This design comes from an exercise in tuning for small area on the open sky130 flow, not from production work.
Only simulation tests tie the RTL to the original design; equivalence was not proved.
The flow treats the clock pin as an ideal source, which a real chip does not have.

`flow/area3.abc`:
```
strash
&get -n
&deepsyn -T 25 -S 3
&nf -a -R 1000
&put
```
`flow/clk_upsize.tcl`:
```
# After clock tree synthesis (built from clkbuf_4 cells): a clock buffer
# whose loads see a slew over CLK_SLEW_TARGET (ns, from the placement
# parasitics estimate) is upsized to clkbuf_8, then the placement is
# legalized again.
estimate_parasitics -placement
set changed 0
foreach inst [get_cells *] {
  if {[get_property $inst ref_name] ne "sky130_fd_sc_hd__clkbuf_4"} { continue }
  set worst 0.0
  foreach out [get_pins -of_objects $inst -filter "direction == output"] {
    foreach p [get_pins -of_objects [get_nets -of_objects $out] -filter "direction == input"] {
      set s [get_property $p slew_max]
      if {$s > $worst} { set worst $s }
    }
  }
  puts "clock buffer [get_property $inst full_name]: load slew $worst"
  if {$worst > $::env(CLK_SLEW_TARGET)} {
    replace_cell $inst sky130_fd_sc_hd__clkbuf_8
    incr changed
  }
}
puts "clock buffers upsized: $changed"
if {$changed > 0} {
  detailed_placement
  check_placement
  estimate_parasitics -placement
}
```
`flow/area6.abc`:
```
strash
&get -n
&deepsyn -T 25 -S 6
&nf -a -R 1000
&put
```
`flow/area1.abc`:
```
strash
&get -n
&deepsyn -T 25 -S 1
&nf -a -R 1000
&put
```
`flow/area5.abc`:
```
strash
&get -n
&deepsyn -T 25 -S 5
&nf -a -R 1000
&put
```
`constraint.sdc`:
```
create_clock -name core_clock -period 10.0 [get_ports {clk}]
set_input_delay 2.0000 -clock core_clock [delete_from_list [all_inputs] [get_ports {clk}]]
set_output_delay 2.0000 -clock core_clock [all_outputs]
set_load 0.01 [all_outputs]
```
`design.v`:
```
module thermo8_cts (
    input  wire        clk,
    input  wire        rst,
    input  wire        cmd_valid,
    output wire        cmd_ready,
    input  wire [31:0] cmd_word,
    input  wire [31:0] cmd_x,
    output reg         rsp_valid,
    output wire [31:0] rsp_res,
    output wire [2:0]  rsp_err,
    output wire [7:0]  rsp_err_info,
    input  wire        alert_in,
    output wire        bus_req_valid,
    output reg  [2:0]  bus_req_kind,
    output reg  [7:0]  bus_req_byte,
    output wire        bus_req_ack,
    input  wire        bus_rsp_valid,
    input  wire [1:0]  bus_rsp_code,
    input  wire [7:0]  bus_rsp_data,
    output wire        settle_start,
    input  wire        settle_done
);
    localparam [2:0] K_START   = 3'd0,
                     K_RESTART = 3'd1,
                     K_STOP    = 3'd2,
                     K_WR      = 3'd3,
                     K_RD      = 3'd4;
    reg        run;        
    reg [2:0]  err;        
    reg [2:0]  fi;         
    reg        tn;         
    reg        rd;         
    reg        rmw;        
    reg        dec;        
    reg [2:0]  rg;         
    reg [15:0] v;          
    reg [6:0]  sla;
    reg [2:0]  stat;
    reg        stat_v;
    wire sphase = tn && fi[2] && fi[1];
    assign cmd_ready     = !run;
    assign bus_req_valid = run && !sphase;
    assign settle_start  = run && sphase && !fi[0];
    wire [7:0]  op = cmd_word[7:0];
    wire [7:0]  fa = cmd_word[15:8];
    wire [15:0] fd = cmd_word[31:16];
    wire a0   = (fa == 8'd0);
    wire d0   = (fd == 16'd0);
    wire hi0  = (op[7:6] == 2'b00);
    wire grp0 = hi0 && (op[5:4] == 2'b00);
    wire grp1 = hi0 && (op[5:4] == 2'b01);
    wire grp2 = hi0 && (op[5:4] == 2'b10);
    wire [3:0] lo = op[3:0];
    wire zA72  = (fa[7:2] == 6'd0);
    wire zA    = zA72 && (fa[1:0] == 2'd0);
    wire zD158 = (fd[15:8] == 8'd0);
    wire zD157 = zD158 && !fd[7];
    wire zD153 = zD157 && (fd[6:3] == 4'd0);
    wire zD152 = zD153 && !fd[2];
    wire zD    = zD152 && (fd[1:0] == 2'd0);
    wire g0v   = grp0 && (lo == 4'h1 || lo == 4'h2 || lo == 4'h3);
    wire g1v   = grp1 && (lo[3:2] == 2'b00);
    wire g2v   = grp2 && (lo != 4'hF);
    wire lim   = grp2 && (lo == 4'h3);
    wire d_ok  = (grp0 && lo[1:0] != 2'd3) || (grp1 && lo[1:0] == 2'd0) ||
                 (grp1 && lo[1:0] == 2'd1 && zD158) ||
                 (grp2 && lo == 4'h0 && zD157) ||
                 (grp2 && lo == 4'h2 && zD152) ||
                 (grp2 && lo == 4'h4 && zD153) || zD;
    wire a_ok  = grp1 ? 1'b1 : lim ? (zA72 && fa[1:0] != 2'd3) : zA;
    wire legal = (g0v || g1v || g2v) && a_ok && d_ok;
    wire width_bad = op[4] &&
                     (lo[0] ? (fa != 8'h08) : ((fa[7:3] != 5'd0) || (fa[2:0] == 3'd0)));
    wire c_status = !op[5] && !op[4] && (lo == 4'h2);
    wire c_enc    = !op[4] && (lo == 4'h3);
    wire c_init   = op[5] && (lo == 4'h0);
    wire c_alert  = op[5] && (lo == 4'h4);
    wire c_pin    = op[5] && (lo == 4'h5);
    wire c_stat   = op[5] && (lo == 4'h6);
    wire c_rmw    = op[5] && (lo >= 4'h7) && (lo <= 4'hC);
    wire c_bus    = op[4] || (op[5] && (lo != 4'h0) && (lo != 4'h5) && (lo != 4'h6));
    wire [15:0] xm  = cmd_x[27:12];
    wire        xc  = cmd_x[31] && (cmd_x[11:0] != 12'd0);    
    wire [1:0]  xn  = xm[1:0] + {1'b0, xc};
    wire        xk  = xm[1] && (xm[0] || xc);
    wire [15:0] enc = {xm[15:2] + {13'd0, xk},
                       (xn == 2'd1) ? 2'd2 : (xn == 2'd2) ? 2'd3 : 2'd0};
    wire ok_acc = legal && !width_bad;
    wire m_hi = ok_acc && !c_status;             
    wire m_lo = ok_acc && !(c_status || c_init);  
    wire g_enc    = ok_acc && c_enc;
    wire g_status = ok_acc && c_status;
    wire g_alert  = ok_acc && c_alert;
    wire g_stat   = ok_acc && c_stat;
    wire g_pin    = ok_acc && c_pin;
    wire [15:0] v_acc =
        ({16{g_enc}} & enc) |
        {fd[15:7] & {9{m_hi}},
         fd[6:2] & {5{m_lo}}, fd[1] & m_lo & !c_alert, fd[0] & m_lo} |
        {13'd0, {3{g_status}} & fd[15:13]} |
        {5'd0, {2{g_alert}} & fd[1:0], 4'd0, g_alert, g_alert, 2'd0, g_alert} |
        {12'd0, g_stat & stat_v, {3{g_stat}} & stat} |
        {15'd0, g_pin & alert_in};
    reg [2:0] rg_acc;
    always @(*) begin
        if (op[4])
            rg_acc = fa[2:0];
        else begin
            case (lo)
                4'h1:    rg_acc = 3'd5;
                4'h3:    rg_acc = {fa[1], !fa[1], fa[0]};
                4'h4:    rg_acc = 3'd1;
                4'hD:    rg_acc = 3'd6;
                4'hE:    rg_acc = 3'd7;
                4'h2:    rg_acc = 3'd0;
                default: rg_acc = lo[2:0];
            endcase
        end
    end
    wire rd_acc  = op[4] ? lo[1] : (lo[3] || (lo[2:0] == 3'd1));
    wire dec_acc = !op[4] && (lo == 4'h1);
    wire is8   = !rmw && (rg == 3'd0);
    wire fr    = rmw ? !tn : rd;                   
    wire abort = (err != 3'd0);                    
    wire last  = fr ? (is8 ? (fi == 3'd6) : (fi == 3'd7))
                    : (is8 ? (fi == 3'd4) : (fi == 3'd5));
    wire [7:0] addr = is8 ? 8'h08 : rmw ? 8'h01 : {5'd0, rg};
    always @(*) begin
        bus_req_kind = K_STOP;
        bus_req_byte = v[7:0];
        if (!abort) begin
            case (fi)
                3'd0: bus_req_kind = K_START;
                3'd1: begin bus_req_kind = K_WR; bus_req_byte = {sla, 1'b0}; end
                3'd2: begin bus_req_kind = K_WR; bus_req_byte = addr; end
                3'd3: begin
                    bus_req_kind = fr ? K_RESTART : K_WR;
                    bus_req_byte = is8 ? v[7:0] : v[15:8];
                end
                3'd4: begin
                    bus_req_kind = (fr || !is8) ? K_WR : K_STOP;
                    bus_req_byte = fr ? {sla, 1'b1} : v[7:0];
                end
                3'd5: bus_req_kind = fr ? K_RD : K_STOP;
                3'd6: bus_req_kind = (fr && !is8) ? K_RD : K_STOP;
                default: bus_req_kind = K_STOP;
            endcase
        end
    end
    assign bus_req_ack = !is8 && !fi[1];
    wire is_wr  = (bus_req_kind == K_WR);
    wire is_rdk = (bus_req_kind == K_RD);
    wire fail   = bus_rsp_code[1] || (bus_rsp_code[0] && is_wr);
    wire m8 = (rg == 3'd7) || (rg == 3'd0);
    wire m7 = (rg == 3'd1) || (rg == 3'd2);
    wire m6 = (rg == 3'd3) || (rg == 3'd4);
    wire ms = rg[0];
    wire [11:0] lower;
    assign lower[0] = 1'b0;
    genvar gi;
    generate
        for (gi = 1; gi < 12; gi = gi + 1) begin : g_neg
            assign lower[gi] = lower[gi-1] | v[gi-1];
        end
    endgenerate
    wire        s_neg = v[12];
    wire [12:0] mag = {s_neg & !(lower[11] | v[11]), v[11:0] ^ ({12{s_neg}} & lower)};
    wire [18:0] res = dec ? {v[15:13], 2'b00, v[12], mag} : {3'd0, v};
    assign rsp_res      = {13'd0, res};
    assign rsp_err      = err;
    assign rsp_err_info = {3'b000, tn, 1'b0, fi};
    wire bus_ans  = run && !sphase && bus_rsp_valid && !abort;
    wire v_load   = !run && cmd_valid;
    wire v_shift  = bus_ans && !fail && is_rdk;
    wire v_clear  = bus_ans && fail;
    wire v_mod    = bus_ans && !fail && last && rmw && !tn;
    wire v_hold   = !(v_load || v_shift || v_clear);
    wire [15:0] v_mask = {7'd0, m8, m7, m6, 6'd0} & {16{v_mod}};
    wire [15:0] v_next = ({16{v_load}} & v_acc) |
                         ({16{v_shift}} & {v[7:0], bus_rsp_data}) |
                         ({16{v_hold}} & ~v_mask & v) |
                         ({16{ms}} & v_mask);
    always @(posedge clk)
        v <= v_next;
    always @(posedge clk) begin
        rsp_valid    <= 1'b0;
        if (rst) begin
            run    <= 1'b0;
            sla    <= 7'h18;
            stat   <= 3'd0;
            stat_v <= 1'b0;
        end else if (run && sphase) begin
            if (!fi[0]) begin
                fi <= 3'd7;
            end else if (settle_done) begin
                run       <= 1'b0;
                rsp_valid <= 1'b1;
                fi        <= 3'd0;
                tn        <= 1'b0;
            end
        end else if (run) begin
            if (bus_rsp_valid) begin
                if (abort) begin
                    run       <= 1'b0;
                    rsp_valid <= 1'b1;
                end else if (fail) begin
                    err <= bus_rsp_code[1] ? 3'd2 : 3'd1;
                    if (last) begin
                        run       <= 1'b0;
                        rsp_valid <= 1'b1;
                    end
                end else begin
                    if (!last) begin
                        fi <= fi + 3'd1;
                    end else begin
                        fi <= 3'd0;
                        tn <= rmw && !tn;
                        if (rmw && !tn) begin
                        end else if (rmw && m8) begin
                            fi <= 3'd6;
                            tn <= 1'b1;
                        end else begin
                            run       <= 1'b0;
                            rsp_valid <= 1'b1;
                            if (dec) begin
                                stat   <= v[15:13];
                                stat_v <= 1'b1;
                            end
                        end
                    end
                end
            end
        end else if (cmd_valid) begin
            err <= !legal ? 3'd4 : width_bad ? 3'd3 : 3'd0;
            fi  <= 3'd0;
            tn  <= 1'b0;
            rd  <= rd_acc;
            rmw <= c_rmw;
            dec <= dec_acc;
            rg  <= rg_acc;
            if (legal && c_init)
                sla <= fd[6:0];
            if (legal && !width_bad && c_bus)
                run <= 1'b1;
            else
                rsp_valid <= 1'b1;
        end
    end
endmodule
```
`flow/run.sh`:
```
#!/bin/bash
# The standard layout with these changes:
#  - synthesis maps the logic with area-oriented ABC scripts (flow/area*.abc,
#    the same script with six random seeds; the smallest mapping is kept) and
#    without the adder cell mapping; the flip-flops are mapped as the standard
#    synthesis maps them (same cells, same names);
#  - the port buffers use the smallest buffer cell;
#  - the constant outputs share one tie cell;
#  - clock tree synthesis adds no dummy loads and builds the tree from
#    clkbuf_4 cells; flow/clk_upsize.tcl then upsizes any clock buffer whose
#    loads see too slow a slew.
set -euo pipefail
here=$PWD
export BUFFER_PORTS_ARGS="-buffer_cell sky130_fd_sc_hd__buf_1"
export SKIP_REPAIR_TIE_FANOUT=1
export POST_CTS_TCL=$here/flow/clk_upsize.tcl
export CLK_SLEW_TARGET=0.095
export CTS_ARGS="-sink_clustering_enable -repair_clock_nets -dont_use_dummy_load -root_buf sky130_fd_sc_hd__clkbuf_4 -buf_list sky130_fd_sc_hd__clkbuf_4"
export MY_ABC_SCRIPTS="$here/flow/area1.abc $here/flow/area2.abc $here/flow/area3.abc $here/flow/area4.abc $here/flow/area5.abc $here/flow/area6.abc"
sed -e "s#SYNTH_SCRIPT=[^ ]*#SYNTH_SCRIPT=$here/flow/synth.tcl ADDER_MAP_FILE=#" standard.sh > own_standard.sh
bash own_standard.sh synth > synth.log 2>&1
bash standard.sh finish > finish.log 2>&1
```
`flow/synth.tcl`:
```
proc synth {args} { yosys synth -nofsm -noshare {*}$args }
# Map the logic several times, each with an ABC script of its own
# (MY_ABC_SCRIPTS), and keep the mapping with the least cell area. The
# flip-flops are mapped before this step and are not touched by it.
proc abc {args} {
  set i [lsearch -exact $args -script]
  set lib [lindex $args [expr {[lsearch -exact $args -liberty] + 1}]]
  set best_area 1e18
  set best ""
  yosys design -save pre_abc
  foreach script $::env(MY_ABC_SCRIPTS) {
    yosys design -load pre_abc
    if {$i >= 0} { set run_args [lreplace $args $i [expr {$i + 1}] -script $script] } else { set run_args [concat $args [list -script $script]] }
    yosys abc {*}$run_args
    set report [tee -q -s result.string stat -liberty $lib]
    regexp {Chip area for module[^:]*:\s*([0-9.]+)} $report -> area
    puts "abc script $script: cell area $area"
    if {$area < $best_area} {
      set best_area $area
      set best $script
      yosys design -save best_abc
    }
  }
  puts "kept the mapping of $best: cell area $best_area"
  yosys design -load best_abc
}
source $::env(SCRIPTS_DIR)/synth.tcl
# left out here: clear keep_hierarchy, flatten, clean up, hide names made inside functions, write 1_2_yosys.v
```
`config.mk`:
```
export PLATFORM = sky130hd
export DESIGN_NAME = thermo8_cts
export DESIGN_NICKNAME = thermo8_cts
export VERILOG_FILES = /design/flow/design.v
export SDC_FILE = /design/flow/constraint.sdc
export NUM_CORES = 4
export LEC_CHECK = 0
export ABC_AREA = 1
export CAP_MARGIN = 20
export CORE_MARGIN = 2
export CORE_UTILIZATION = 65
export PLACE_DENSITY = 0.8
export SLEW_MARGIN = 20
```
`flow/area2.abc`:
```
strash
&get -n
&deepsyn -T 25 -S 2
&nf -a -R 1000
&put
```
`flow/area4.abc`:
```
strash
&get -n
&deepsyn -T 25 -S 4
&nf -a -R 1000
&put
```
`standard.sh`:
```
#!/bin/bash
# synth_recipe.tcl (not shown) runs the flow's synth.tcl, then flattens the netlist and writes it again
# the make line also repeats each setting of config.mk as NAME=value (left out here)
make -C /OpenROAD-flow-scripts/flow DESIGN_CONFIG=/design/flow/config.mk WORK_HOME=/design/flow/orfs CLKGATE_MAP_FILE= SYNTH_SCRIPT=/design/flow/synth_recipe.tcl "${@:-finish}"
```
==> impl_metrics.tcl <==
set metrics [dict create \
    cp.arrival_ps 5710 \
    switch_pwr_uw 101 \
    worst_pin_slew_ps 1010 \
    via_count_of_the_first_global_routing_pass 3004 \
    powerDensity_nw_per_um2 98.4 \
    port_buffers 118 \
    first_pass_iters 7 \
    start_util_pct 68.5 \
    fp.dieArea_um2 5210 \
    startpoint_of_the_lowest_slack_hold_path "sla[4]$_SDFFE_PP1P_" \
    sw_frac_of_total_pct 29.7 \
    worst_clock_skew_ps 21.6 \
    worst_hold_path_type "flop to flop" \
    fmax_mhz 183 \
    crit_type "primary input to flop" \
    fraction_of_the_mapped_netlist_area_in_compound_gates_pct 27.5 \
    grt_pass1_wl_um 14100 \
    ff2ff_setup_slack_ps 6220 \
    netlist_instances 378 \
    seq_area_frac_synth_pct 32.1 \
    yosys.area_share.xor_xnor_pct 4.92 \
    top_cells_by_area_synth "sky130_fd_sc_hd__dfxtp_1 19%, sky130_fd_sc_hd__edfxtp_1 13%, sky130_fd_sc_hd__nor2_1 5.2%" \
    syn-mean-instance-area_um2 8.00 \
    final.period_utilization_pct 54.7 \
    rsz0062_at_grt "no" \
    detail_route.wl_per_cell_um 17.2 \
    combPwrFrac_pct 18.6 \
    power.share.sequential_pct 54.7 \
    crit_path_launch_type "primary input" \
    power.share.clock_pct 26.7 \
    synth_enable_flop_cells 13 \
    n_antenna_cell 0 \
    yosysWarnings 1 \
    clkLatencyLatePin_ps 350 \
    final_layout_size_suffix_gt1_share_pct 1.45 \
    vdd_ir_drop_max_mv 0.0856 \
    initial_antenna_violation_count 0 \
    rows 24 \
    grt-ovfl-total 0 \
    yosys_register_bits 42 \
    vias 3538 \
    core_area_um2 4410 \
    dominant_cell_type_by_count_on_the_critical_path "sky130_fd_sc_hd__nor2_1" \
    cts_sinks 42 \
    holdWs_ps 452 \
    status "no timing/DRC/antenna violations" \
    timing_hold_violations_final 0 \
    max-slew-margin-rel_pct 32.7 \
    groute.usage.overall_pct 34.4 \
    routabilityCongestion 0.943 \
    nets 565 \
    synth.distinct_cells 51 \
    dp.cells 530 \
    setup.worst_path.end_class "flop" \
    worstPathBufferInverterCount 1 \
    drt_drc_violations_left 0 \
    cpPeakStageDelay_ps 820 \
    power_uw 340 \
    die_w_um 72.2 \
    synthSimpleGateAreaFrac_pct 28.8 \
    cts_tree "yes" \
    grt_max_degree 18 \
    min_period_ps 5470 \
    synth_top_area_share_pct 19.2 \
    total_leakage_power_uw 0.00118 \
    detailed_route_vias_per_instance 6.61 \
    synthesis.area_um2 3020 \
    drv_cap 0 \
    cts.clk_slew.worst_paths_ps 90 \
    synth_top_flop_cell "sky130_fd_sc_hd__dfxtp_1" \
    worst-endpoint-required_ps 10240 \
    synth_adder_area_share_pct 0 \
    synthToLayoutAreaGrowth_pct 14.4 \
    internal_power_uw 239 \
    critical_path.top_delay_family "simple AND/OR/NAND/NOR gates" \
    worstReg2RegStart "rg[1]$_DFFE_PP_" \
    yosysTopAreaCell "sky130_fd_sc_hd__dfxtp_1" \
    syn_nets 458 \
    layout.filler_cells 356 \
    setup-violations-final 0 \
    worstPathCellList "buf_1, or2_0, nor2_1, a2111oi_0, a31oi_1, or3_1, a21o_1, a21oi_1, nand2_1, nor2_1, a222oi_1, o311ai_0" \
    detailedPlacementHpwl_um 7040 \
    top_library_cells_by_usage_in_the_layout_fill_and_taps_aside "118 x sky130_fd_sc_hd__buf_1, 42 x sky130_fd_sc_hd__nor2_1, 36 x sky130_fd_sc_hd__nand2_1, 29 x sky130_fd_sc_hd__dfxtp_1, 19 x sky130_fd_sc_hd__a21oi_1" \
    post_layout_nonfiller_instances 535 \
    postRouteWirelength_um 9210 \
    post_synth_mux_area_share_pct 0 \
    critical-path-slowest-cell "sky130_fd_sc_hd__nor2_1" \
    die_h_um 72.2 \
    dominant_combinational_cell_family_by_area_after_synthesis "simple AND/OR/NAND/NOR gates" \
    ios 139 \
    ant_nets 0 \
    drv_slew 0 \
    layout_commonest_cell "sky130_fd_sc_hd__buf_1" \
    setup_total_negative_slack_ps 0 \
    startpoint "cmd_word[1]" \
    worstPathMaxFanout 16 \
    synth-async-reset-ratio_pct 0 \
    drt_iter0_markers 451 \
]
[power groups by stage]
stage / Sequential [µW] / Clock, µW / Combinational (µW)
6_report: 186 / 90.8 / 63.4
3_3_place_gp: 190 / 0 / 59.9
2_1_floorplan: 189 / 0 / 38.1
5_1_grt: 187 / 96.3 / 69.3
3_5_place_dp: 190 / 0 / 61.3
[final cells by class]
class / instances / area, µm² / share of cell area [%]
Clock buffer: 5 / 56.3 / 1.63
Inverter: 15 / 56.3 / 1.63
Multi-Input combinational cell: 302 / 1860 / 53.8
Sequential cell: 42 / 971 / 28.1
Tap cell: 52 / 65.1 / 1.88
Timing Repair Buffer: 119 / 450 / 13.0
[worst paths after layout]
check	endpoint	cells after the start
min reg2reg	sla[4]$_SDFFE_PP1P_	2
min	sla[4]$_SDFFE_PP1P_	2
max reg2reg	v[4]$_DFF_P_	12
max	v[10]$_DFF_P_	12
[through the flow]
stage	setup WS (ps)	cell area (µm²)	utilization, %
floorplan	5250	3020	-
global placement	4360	3400	77.0
detailed placement	4260	3400	77.0
global route	4400	3460	78.4
finish	4530	3460	78.4
[sequential cells by signal, summed over array words and instances, names as in the netlist, 3 cells and up]
name / count
err: 3
fi: 3
rg: 3
sla: 7
stat: 3
v: 16
[worst register-to-register path: stages (launching register included)]
cell and delay [ps]:
sky130_fd_sc_hd__edfxtp_1 490, sky130_fd_sc_hd__or3_1 450, sky130_fd_sc_hd__nand2b_1 200, sky130_fd_sc_hd__nor2_1 100
sky130_fd_sc_hd__o21bai_1 90, sky130_fd_sc_hd__and2_0 180, sky130_fd_sc_hd__a31o_1 240, sky130_fd_sc_hd__nor2_1 240
sky130_fd_sc_hd__and2_0 790, sky130_fd_sc_hd__nor3_1 110, sky130_fd_sc_hd__buf_4 240, sky130_fd_sc_hd__a221o_1 320
sky130_fd_sc_hd__a211o_1 220
[cell usage after synthesis (all sizes together), types with 4 or more instances]
cell	count
nor2	42
nand2	36
dfxtp	29
a21oi	19
buf	19
o21ai	18
clkinv	15
a222oi	14
xnor2	14
and2	13
edfxtp	13
nor3	13
nor2b	11
nand2b	10
nand3	10
a22o	9
nor4	8
and3	6
o31ai	6
a221o	5
a32oi	5
or4	5
a31oi	4
nand4	4
or3	4
[cells by family after synthesis]
group	Yosys count
other	1
buffers and inverters	34
AND/OR/NAND/NOR	172
flip-flops	42
XOR/XNOR	17
AO/OA/AOI/OAI	112
[layer usage]
metal,vias up,share of wire (%),track usage (%),wire [µm]
met3,18,13,5.56,1200
met1,1608,39,47.8,3610
met2,270,46,54.9,4240
met5,-,0,0,0
met4,0,1.6,11.3,150
li1,1642,-,-,-

## static timing again, ports no longer ideal
How much do the figures lean on ideal ports? The routed layout below was timed once more, with nothing changed but the port constraints. Step 1: set_driving_cell puts a clkbuf_16 on clk and a buf_2 on each other input, an assumption about the parent block. Step 2 adds t to the input delays and takes it off the output delays; t is the mean of the earliest and latest rising clock arrival at the registers after step 1. Input paths then give back, and output paths get back, about the clock's delay inside the block. a / b / c = ideal / step 1 / step 2; a / b = the first two.
shift t [ns]: 0.362
setup WS [ns]: 4.533 / 4.536 / 4.174
worst register clock-pin slew, ns: 0.09 / 0.09
After both steps setup and hold are still met in this run. For this run, drivers alone change the setup slack by +0.003 ns; drivers and shift together by -0.359 ns.
